This is an optimization exercise on Yosys and OpenROAD, whose aim is small area, not a production implementation.
RTL that was checked went through simulation tests only; none was proved equivalent to the original.
Power figures rest on the tool's default switching activity, not on a simulated workload.

==> inputs of v36 <==
==> flow/design.v <==
module ppp_rx (
    input             clk,
    input             rst,
    input             in_valid,
    input      [7:0]  in_data,
    output            pay_valid,
    output     [7:0]  pay_data,
    output            rec_valid,
    output            rec_err,
    output     [31:0] rec_w0,
    output     [31:0] rec_w1,
    output     [31:0] rec_w2,
    output     [31:0] rec_w3
);
    localparam [7:0]  FLAG = 8'h7E;
    localparam [7:0]  ESC  = 8'h7D;
    localparam [11:0] L_3013 = 12'hC1D;
    function [15:0] crc16_byte(input [15:0] crc_in, input [7:0] b);
        reg [7:0] x;
        begin
            x = crc_in[7:0] ^ b;
            x = x ^ {x[3:0], 4'h0};
            crc16_byte = {8'h00, crc_in[15:8]} ^ {x, 8'h00} ^ {5'h00, x, 3'h0} ^ {12'h000, x[7:4]};
        end
    endfunction
    reg        open_q;       
    reg        esc_q;        
    reg        pay_q;        
    reg [11:0] cnt;          
    reg [11:0] lfsr;         
    reg        acq;          
    reg        ctl;          
    reg        cx0, cx1;     
    reg [7:0]  b0, b1;       
    reg [7:0]  b2, b3;       
    reg [7:0]  d0, d1;       
    reg [15:0] crc;          
    wire over    = (lfsr == L_3013);    
    wire is_flag = in_valid && (in_data == FLAG);
    wire is_body = in_valid && open_q && (in_data != FLAG);
    wire push    = is_body && (esc_q || (in_data != ESC));
    wire [7:0] u = {in_data[7:6], in_data[5] ^ esc_q, in_data[4:0]};
    wire [2:0] cl   = cnt[2:0];
    wire       c_lt4 = (cnt[11:2] == 10'd0);
    wire       c_eq1 = c_lt4 && (cl[1:0] == 2'd1);
    wire       c_eq2 = c_lt4 && (cl[1:0] == 2'd2);
    wire       c_eq3 = c_lt4 && (cl[1:0] == 2'd3);
    wire acq_now = (b0 == 8'hFF) && (d0 == 8'h03);
    wire first = !pay_q && (((cl == 3'd3) && b0[0] && !acq_now) ||
                            ((cl == 3'd4) && !b0[0]) ||
                            ((cl == 3'd5) && b0[0]) ||
                            (cl == 3'd6));
    wire evict = pay_q || cl[2] || cl[1];
    wire emit  = push && (pay_q || first);
    wire is_ctl = !b0[0] &&
                  (((b0 == 8'hC0) && ((b1 == 8'h21) || (b1 == 8'h23))) ||
                   ((b0 == 8'h80) && ((b1 == 8'h21) || (b1 == 8'h57))));
    wire nonempty = pay_q || (cl != 3'd0) || esc_q;
    wire short = !pay_q && ((cl < 3'd3) ||
                            ((cl == 3'd3) && !b0[0]) ||
                            ((cl == 3'd4) && b0[0]) ||
                            ((cl == 3'd5) && !b0[0]));
    wire err = over || esc_q || short;
    wire        r_ac  = acq && !(!pay_q && (cl == 3'd3));
    wire        r_pc  = !ctl && b0[0];
    wire        s57   = !cx0 && cx1;
    wire [15:0] p_ctl = {1'b1, cx0, 6'd0, 1'b0, s57, !s57, s57, 1'b0, s57, cx1, 1'b1};
    wire [15:0] r_proto = ctl ? p_ctl : {b0[0] ? 8'h00 : b0, b1};
    wire [15:0] r_fcs_rx   = {d1, d0};
    wire [15:0] r_fcs_calc = ~crc;
    wire        r_fcs_ok   = (r_fcs_rx == r_fcs_calc);
    wire [15:0] len    = {b0, b1};
    wire        cv     = ctl && !c_lt4 && !err;
    wire        len_eq  = (len[15:12] == 4'h0) && (len[11:0] == cnt);
    wire        r_under = (len < 16'd4);
    wire        r_ovr   = !len_eq;
    wire [11:0] r_opt   = {cnt[11:2] - 10'd1, cnt[1:0]};
    assign rec_valid = !rst && is_flag && open_q && nonempty;
    assign rec_err   = err;
    assign rec_w0 = err ? {24'h0, 6'b001100, over, !over && esc_q}
                        : {10'h0, cv && r_under, cv && !r_under && r_ovr, cv, r_pc, r_ac,
                           r_fcs_ok, r_proto};
    assign rec_w1 = err ? 32'h0 : {r_fcs_calc, r_fcs_rx};
    assign rec_w2 = cv ? {b0, b1, b3, b2} : 32'h0;
    assign rec_w3 = {20'h0, (cv && !r_under) ? r_opt : 12'h0};
    assign pay_valid = !rst && emit;
    assign pay_data  = d0;
    always @(posedge clk) begin
        if (rst)
            open_q <= 1'b0;
        else if (is_flag)
            open_q <= 1'b1;
        if (is_flag) begin
            esc_q <= 1'b0;
            pay_q <= 1'b0;
            cnt   <= 12'd0;
            lfsr  <= 12'd0;
            ctl   <= 1'b0;
            crc   <= 16'hFFFF;
        end else if (is_body) begin
            if (!over)
                lfsr <= {lfsr[10:0], ~(lfsr[11] ^ lfsr[0])};
            if (push) begin
                esc_q <= 1'b0;
                d0 <= d1;
                d1 <= u;
                if (!(pay_q && !c_lt4 && len_eq))
                    cnt <= first ? 12'd1 : cnt + 12'd1;
                if (first)
                    pay_q <= 1'b1;
                if (evict)
                    crc <= crc16_byte(crc, d0);
                if (!pay_q) begin
                    if (cl == 3'd3)
                        acq <= acq_now;
                    if ((cl == 3'd2) || ((cl == 3'd4) && b0[0])) begin
                        b0 <= d0;
                        b1 <= d0;
                    end
                    if (((cl == 3'd3) || (cl == 3'd5)) && !b0[0])
                        b1 <= d0;
                end else begin
                    if (c_eq2) begin
                        ctl <= is_ctl;
                        cx0 <= b0[6];
                        cx1 <= b1[1];
                        if (is_ctl)
                            b0 <= d0;
                    end
                    if (c_eq3 && ctl)
                        b1 <= d0;
                    if (c_eq1)
                        b3 <= d0;
                end
                if (first)
                    b2 <= d0;
            end else begin
                esc_q <= 1'b1;
            end
        end
    end
endmodule
==> flow/flow/run.sh <==
#!/bin/bash
# The standard layout (standard.sh: the standard flow's synthesis and ORFS steps, unchanged
# scripts) with two arguments changed:
#  - port buffers are the smallest buffer (buf_1) instead of the default choice;
#  - clock tree synthesis inserts no dummy loads.
set -euo pipefail
export BUFFER_PORTS_ARGS="-buffer_cell sky130_fd_sc_hd__buf_1"
export CTS_ARGS="-sink_clustering_enable -repair_clock_nets -dont_use_dummy_load -buf_list sky130_fd_sc_hd__clkbuf_8"
export SKIP_REPAIR_TIE_FANOUT=1
bash standard.sh > standard_flow.log 2>&1
==> flow/standard.sh <==
#!/bin/bash
# synth_recipe.tcl (not shown) runs the flow's synth.tcl, then flattens the netlist and writes it again
# the make line also repeats each setting of config.mk as NAME=value (left out here)
make -C /OpenROAD-flow-scripts/flow DESIGN_CONFIG=/design/flow/config.mk WORK_HOME=/design/flow/orfs CLKGATE_MAP_FILE= SYNTH_SCRIPT=/design/flow/synth_recipe.tcl "${@:-finish}"
==> flow/config.mk <==
export PLATFORM = sky130hd
export DESIGN_NAME = ppp_rx
export DESIGN_NICKNAME = ppp_rx
export VERILOG_FILES = /design/flow/design.v
export SDC_FILE = /design/flow/constraint.sdc
export NUM_CORES = 4
export LEC_CHECK = 0
export CAP_MARGIN = 10
export CORE_MARGIN = 2
export CORE_UTILIZATION = 70
export SLEW_MARGIN = 10
==> flow/constraint.sdc <==
create_clock -name core_clock -period 5.5 [get_ports {clk}]
set_input_delay 1.1000 -clock core_clock [delete_from_list [all_inputs] [get_ports {clk}]]
set_output_delay 1.1000 -clock core_clock [all_outputs]
set_load 0.01 [all_outputs]
==> v7: changes against v36 <==
--- a/flow/design.v
+++ b/flow/design.v
@@ -15,5 +15,5 @@
     localparam [7:0]  FLAG = 8'h7E;
     localparam [7:0]  ESC  = 8'h7D;
-    localparam [11:0] L_3013 = 12'hC1D;
+    localparam [11:0] L_3012 = 12'h60E;
     function [15:0] crc16_byte(input [15:0] crc_in, input [7:0] b);
         reg [7:0] x;
@@ -29,4 +29,5 @@
     reg [11:0] cnt;          
     reg [11:0] lfsr;         
+    reg        over;         
     reg        acq;          
     reg        ctl;          
@@ -36,5 +37,4 @@
     reg [7:0]  d0, d1;       
     reg [15:0] crc;          
-    wire over    = (lfsr == L_3013);    
     wire is_flag = in_valid && (in_data == FLAG);
     wire is_body = in_valid && open_q && (in_data != FLAG);
@@ -96,9 +96,11 @@
             cnt   <= 12'd0;
             lfsr  <= 12'd0;
+            over  <= 1'b0;
             ctl   <= 1'b0;
             crc   <= 16'hFFFF;
         end else if (is_body) begin
-            if (!over)
-                lfsr <= {lfsr[10:0], ~(lfsr[11] ^ lfsr[0])};
+            lfsr <= {lfsr[10:0], ~(lfsr[11] ^ lfsr[0])};
+            if (lfsr == L_3012)
+                over <= 1'b1;
             if (push) begin
                 esc_q <= 1'b0;
--- a/flow/flow/run.sh
+++ b/flow/flow/run.sh
@@ -6,5 +6,4 @@
 set -euo pipefail
 export BUFFER_PORTS_ARGS="-buffer_cell sky130_fd_sc_hd__buf_1"
-export CTS_ARGS="-sink_clustering_enable -repair_clock_nets -dont_use_dummy_load -buf_list sky130_fd_sc_hd__clkbuf_8"
-export SKIP_REPAIR_TIE_FANOUT=1
+export CTS_ARGS="-sink_clustering_enable -repair_clock_nets -dont_use_dummy_load"
 bash standard.sh > standard_flow.log 2>&1
CAP_MARGIN = 20   (was 10)
CORE_UTILIZATION = 60   (was 70)
SLEW_MARGIN = 20   (was 10)
==> v24: changes against v36 <==
==> flow/design.v, changed modules only <==
module ppp_rx (
    input             clk,
    input             rst,
    input             in_valid,
    input      [7:0]  in_data,
    output            pay_valid,
    output     [7:0]  pay_data,
    output            rec_valid,
    output            rec_err,
    output     [31:0] rec_w0,
    output     [31:0] rec_w1,
    output     [31:0] rec_w2,
    output     [31:0] rec_w3
);
    localparam [7:0]  FLAG = 8'h7E;
    localparam [7:0]  ESC  = 8'h7D;
    localparam [11:0] L_3012 = 12'h8B8;
    function [15:0] crc16_byte(input [15:0] crc_in, input [7:0] b);
        integer k;
        reg [15:0] c;
        begin
            c = crc_in ^ {8'h00, b};
            for (k = 0; k < 8; k = k + 1)
                c = c[0] ? ((c >> 1) ^ 16'h8408) : (c >> 1);
            crc16_byte = c;
        end
    endfunction
    reg        open_q;       
    reg        esc_q;        
    reg        pay_q;        
    reg [11:0] cnt;          
    reg [11:0] lfsr;         
    reg        over;         
    reg        acq;          
    reg        ctl;          
    reg        cx0, cx1;     
    reg [7:0]  b0, b1;       
    reg [7:0]  b2, b3;       
    reg [7:0]  d0, d1;       
    reg [15:0] crc;          
    wire is_flag = in_valid && (in_data == FLAG);
    wire is_body = in_valid && open_q && (in_data != FLAG);
    wire push    = is_body && (esc_q || (in_data != ESC));
    wire [7:0] u = {in_data[7:6], in_data[5] ^ esc_q, in_data[4:0]};
    wire [2:0] cl   = cnt[2:0];
    wire       c_lt4 = (cnt[11:2] == 10'd0);
    wire       c_eq1 = c_lt4 && (cl[1:0] == 2'd1);
    wire       c_eq2 = c_lt4 && (cl[1:0] == 2'd2);
    wire       c_eq3 = c_lt4 && (cl[1:0] == 2'd3);
    wire acq_now = (b0 == 8'hFF) && (d0 == 8'h03);
    wire first = !pay_q && (((cl == 3'd3) && b0[0] && !acq_now) ||
                            ((cl == 3'd4) && !b0[0]) ||
                            ((cl == 3'd5) && b0[0]) ||
                            (cl == 3'd6));
    wire evict = pay_q || cl[2] || cl[1];
    wire emit  = push && (pay_q || first);
    wire is_ctl = !b0[0] &&
                  (((b0 == 8'hC0) && ((b1 == 8'h21) || (b1 == 8'h23))) ||
                   ((b0 == 8'h80) && ((b1 == 8'h21) || (b1 == 8'h57))));
    wire nonempty = pay_q || (cl != 3'd0) || esc_q;
    wire short = !pay_q && ((cl < 3'd3) ||
                            ((cl == 3'd3) && !b0[0]) ||
                            ((cl == 3'd4) && b0[0]) ||
                            ((cl == 3'd5) && !b0[0]));
    wire err = over || esc_q || short;
    wire        r_ac  = acq && !(!pay_q && (cl == 3'd3));
    wire        r_pc  = !ctl && b0[0];
    wire        s57   = !cx0 && cx1;
    wire [15:0] p_ctl = {1'b1, cx0, 6'd0, 1'b0, s57, !s57, s57, 1'b0, s57, cx1, 1'b1};
    wire [15:0] r_proto = ctl ? p_ctl : (b0[0] ? {8'h00, b0} : {b0, b1});
    wire [15:0] r_fcs_rx   = {d1, d0};
    wire [15:0] r_fcs_calc = ~crc;
    wire        r_fcs_ok   = (r_fcs_rx == r_fcs_calc);
    wire [15:0] len    = {b0, b1};
    wire        cv     = ctl && !c_lt4 && !err;
    wire        r_under = (len < 16'd4);
    wire        r_ovr   = (len > {4'h0, cnt});
    wire [11:0] r_end   = r_ovr ? cnt : len[11:0];
    wire [11:0] r_opt   = r_end - 12'd4;
    assign rec_valid = !rst && is_flag && open_q && nonempty;
    assign rec_err   = err;
    assign rec_w0 = err ? {24'h0, 6'b001100, over, !over && esc_q}
                        : {10'h0, cv && r_under, cv && r_ovr, cv, r_pc, r_ac,
                           r_fcs_ok, r_proto};
    assign rec_w1 = err ? 32'h0 : {r_fcs_calc, r_fcs_rx};
    assign rec_w2 = cv ? {b0, b1, b3, b2} : 32'h0;
    assign rec_w3 = {20'h0, (cv && !r_under) ? r_opt : 12'h0};
    assign pay_valid = !rst && emit;
    assign pay_data  = d0;
    always @(posedge clk) begin
        if (rst)
            open_q <= 1'b0;
        else if (is_flag)
            open_q <= 1'b1;
        if (is_flag) begin
            esc_q <= 1'b0;
            pay_q <= 1'b0;
            cnt   <= 12'd0;
            lfsr  <= 12'd0;
            over  <= 1'b0;
            ctl   <= 1'b0;
            crc   <= 16'hFFFF;
        end else if (is_body) begin
            lfsr <= {lfsr[10:0], ~(lfsr[11] ^ lfsr[5] ^ lfsr[3] ^ lfsr[0])};
            if (lfsr == L_3012)
                over <= 1'b1;
            if (push) begin
                esc_q <= 1'b0;
                d0 <= d1;
                d1 <= u;
                cnt <= first ? 12'd1 : cnt + 12'd1;
                if (first)
                    pay_q <= 1'b1;
                if (evict)
                    crc <= crc16_byte(crc, d0);
                if (!pay_q) begin
                    if (cl == 3'd3)
                        acq <= acq_now;
                    if ((cl == 3'd2) || ((cl == 3'd4) && b0[0]))
                        b0 <= d0;
                    if ((cl == 3'd3) || (cl == 3'd5))
                        b1 <= d0;
                end else begin
                    if (c_eq2) begin
                        ctl <= is_ctl;
                        cx0 <= b0[6];
                        cx1 <= b1[1];
                        if (is_ctl)
                            b0 <= d0;
                    end
                    if (c_eq3 && ctl)
                        b1 <= d0;
                    if (c_eq1)
                        b3 <= d0;
                end
                if (first)
                    b2 <= d0;
            end else begin
                esc_q <= 1'b1;
            end
        end
    end
endmodule
==> flow/run.sh (new file) <==
#!/bin/bash
# synth_recipe.tcl (not shown) runs the flow's synth.tcl, then flattens the netlist and writes it again
# the make line also repeats each setting of config.mk as NAME=value (left out here)
make -C /OpenROAD-flow-scripts/flow DESIGN_CONFIG=/design/flow/config.mk WORK_HOME=/design/flow/orfs CLKGATE_MAP_FILE= SYNTH_SCRIPT=/design/flow/synth_recipe.tcl finish
CAP_MARGIN = 20   (was 10)
SLEW_MARGIN = 20   (was 10)
removed: flow/flow/run.sh
removed: flow/standard.sh
==> comparison table <==
| item | v24 | v7 | v36 |
|---|---|---|---|
| Status | timing/DRC/antenna clean | timing/DRC/antenna clean | timing/DRC/antenna clean |
| Data arrival time of the critical path | 4.17 ns | 3.55 ns | 3.32 ns |
| Proportion of power drawn by combinational gates | 16.4% | 21.0% | 16.9% |
| Multi-In Gates | 457 | 419 | 393 |
| Post-route worst setup slack | 0.2331 ns | 0.8475 ns | 1.082 ns |
| Net switching component of the power | 0.0004321 W | 0.0004449 W | 0.0003844 W |
| Cell at the slowest stage of the critical path | edfxtp_1 | dfxtp_1 | dfxtp_1 |
| Power in combinational cells | 0.000252 W | 0.000310 W | 0.000234 W |
| Power per cell area | 218.1 nW/um^2 | 246.4 nW/um^2 | 236.5 nW/um^2 |
| Global-route wire length before repair | 25790 um | 21390 um | 20890 um |
| Vert. Die Dim | 94.15 um | 99.68 um | 92.45 um |
| Total placed instance area | 6847 um^2 | 5847 um^2 | 5705 um^2 |
| Core outline area | 7807 um^2 | 8806 um^2 | 7647 um^2 |
| Rel. slew slack | 34.21% | 24.84% | 23.94% |
| Yosys top cell area share | 26.92% | 27.88% | 27.96% |
| Plain + repair buffers | 130 | 125 | 125 |
| M1 GR Usage | 46.15% | 38.85% | 43.50% |
| Reg2Reg Setup Slack | 2.67 ns | 2.68 ns | 2.66 ns |
| Most frequent standard cell in the layout excluding fill and tap cells | clkdlybuf4s50_1 | buf_1 | buf_1 |
| GRT Util Overall | 38.06% | 27.29% | 31.20% |
| Flip-flop and latch share of the layout cell area | 34.47% | 40.74% | 41.35% |
| Fraction of power consumed by the clock network | 31.2% | 24.8% | 25.8% |
| Detailed Routing Iterations Pass 1 | 6 | 5 | 5 |
The RTL of v36 was laid out without a check of its function.

-- afterwards: timing with drivers on the ports --
The results above use ideal ports. As a check the final layouts listed here were re-extracted and re-timed, cells and wires unchanged. Step 1 sets driving cells, clkbuf_16 on the clock port and buf_2 on the other inputs (assumed; they add their load-dependent delay and slew). Step 2 moves the port delays by t, midway between the first and last clock arrival at a register: inputs arrive t later, outputs are due t later. That takes back most of the time a late clock gives input paths. a / b / c = no drivers / after step 1 / after step 2; a / b = the first two.
| run | t, ns | setup slack, ns | worst setup path after step 2 | clock arrival spread, ns | worst data-port slew with drivers (ns) |
|---|---|---|---|---|---|
| v36 | 0.367 | 1.082 / 1.052 / 1.387 | input to output | 0.037 / 0.036 | 0.04 |
| v7 | 0.385 | 0.847 / 0.813 / 1.198 | register to output | 0.043 / 0.042 | 0.03 |
| v24 | 0.397 | 0.233 / 0.199 / 0.596 | register to output | 0.014 / 0.014 | 0.03 |
After both steps setup and hold are still met in every run listed.
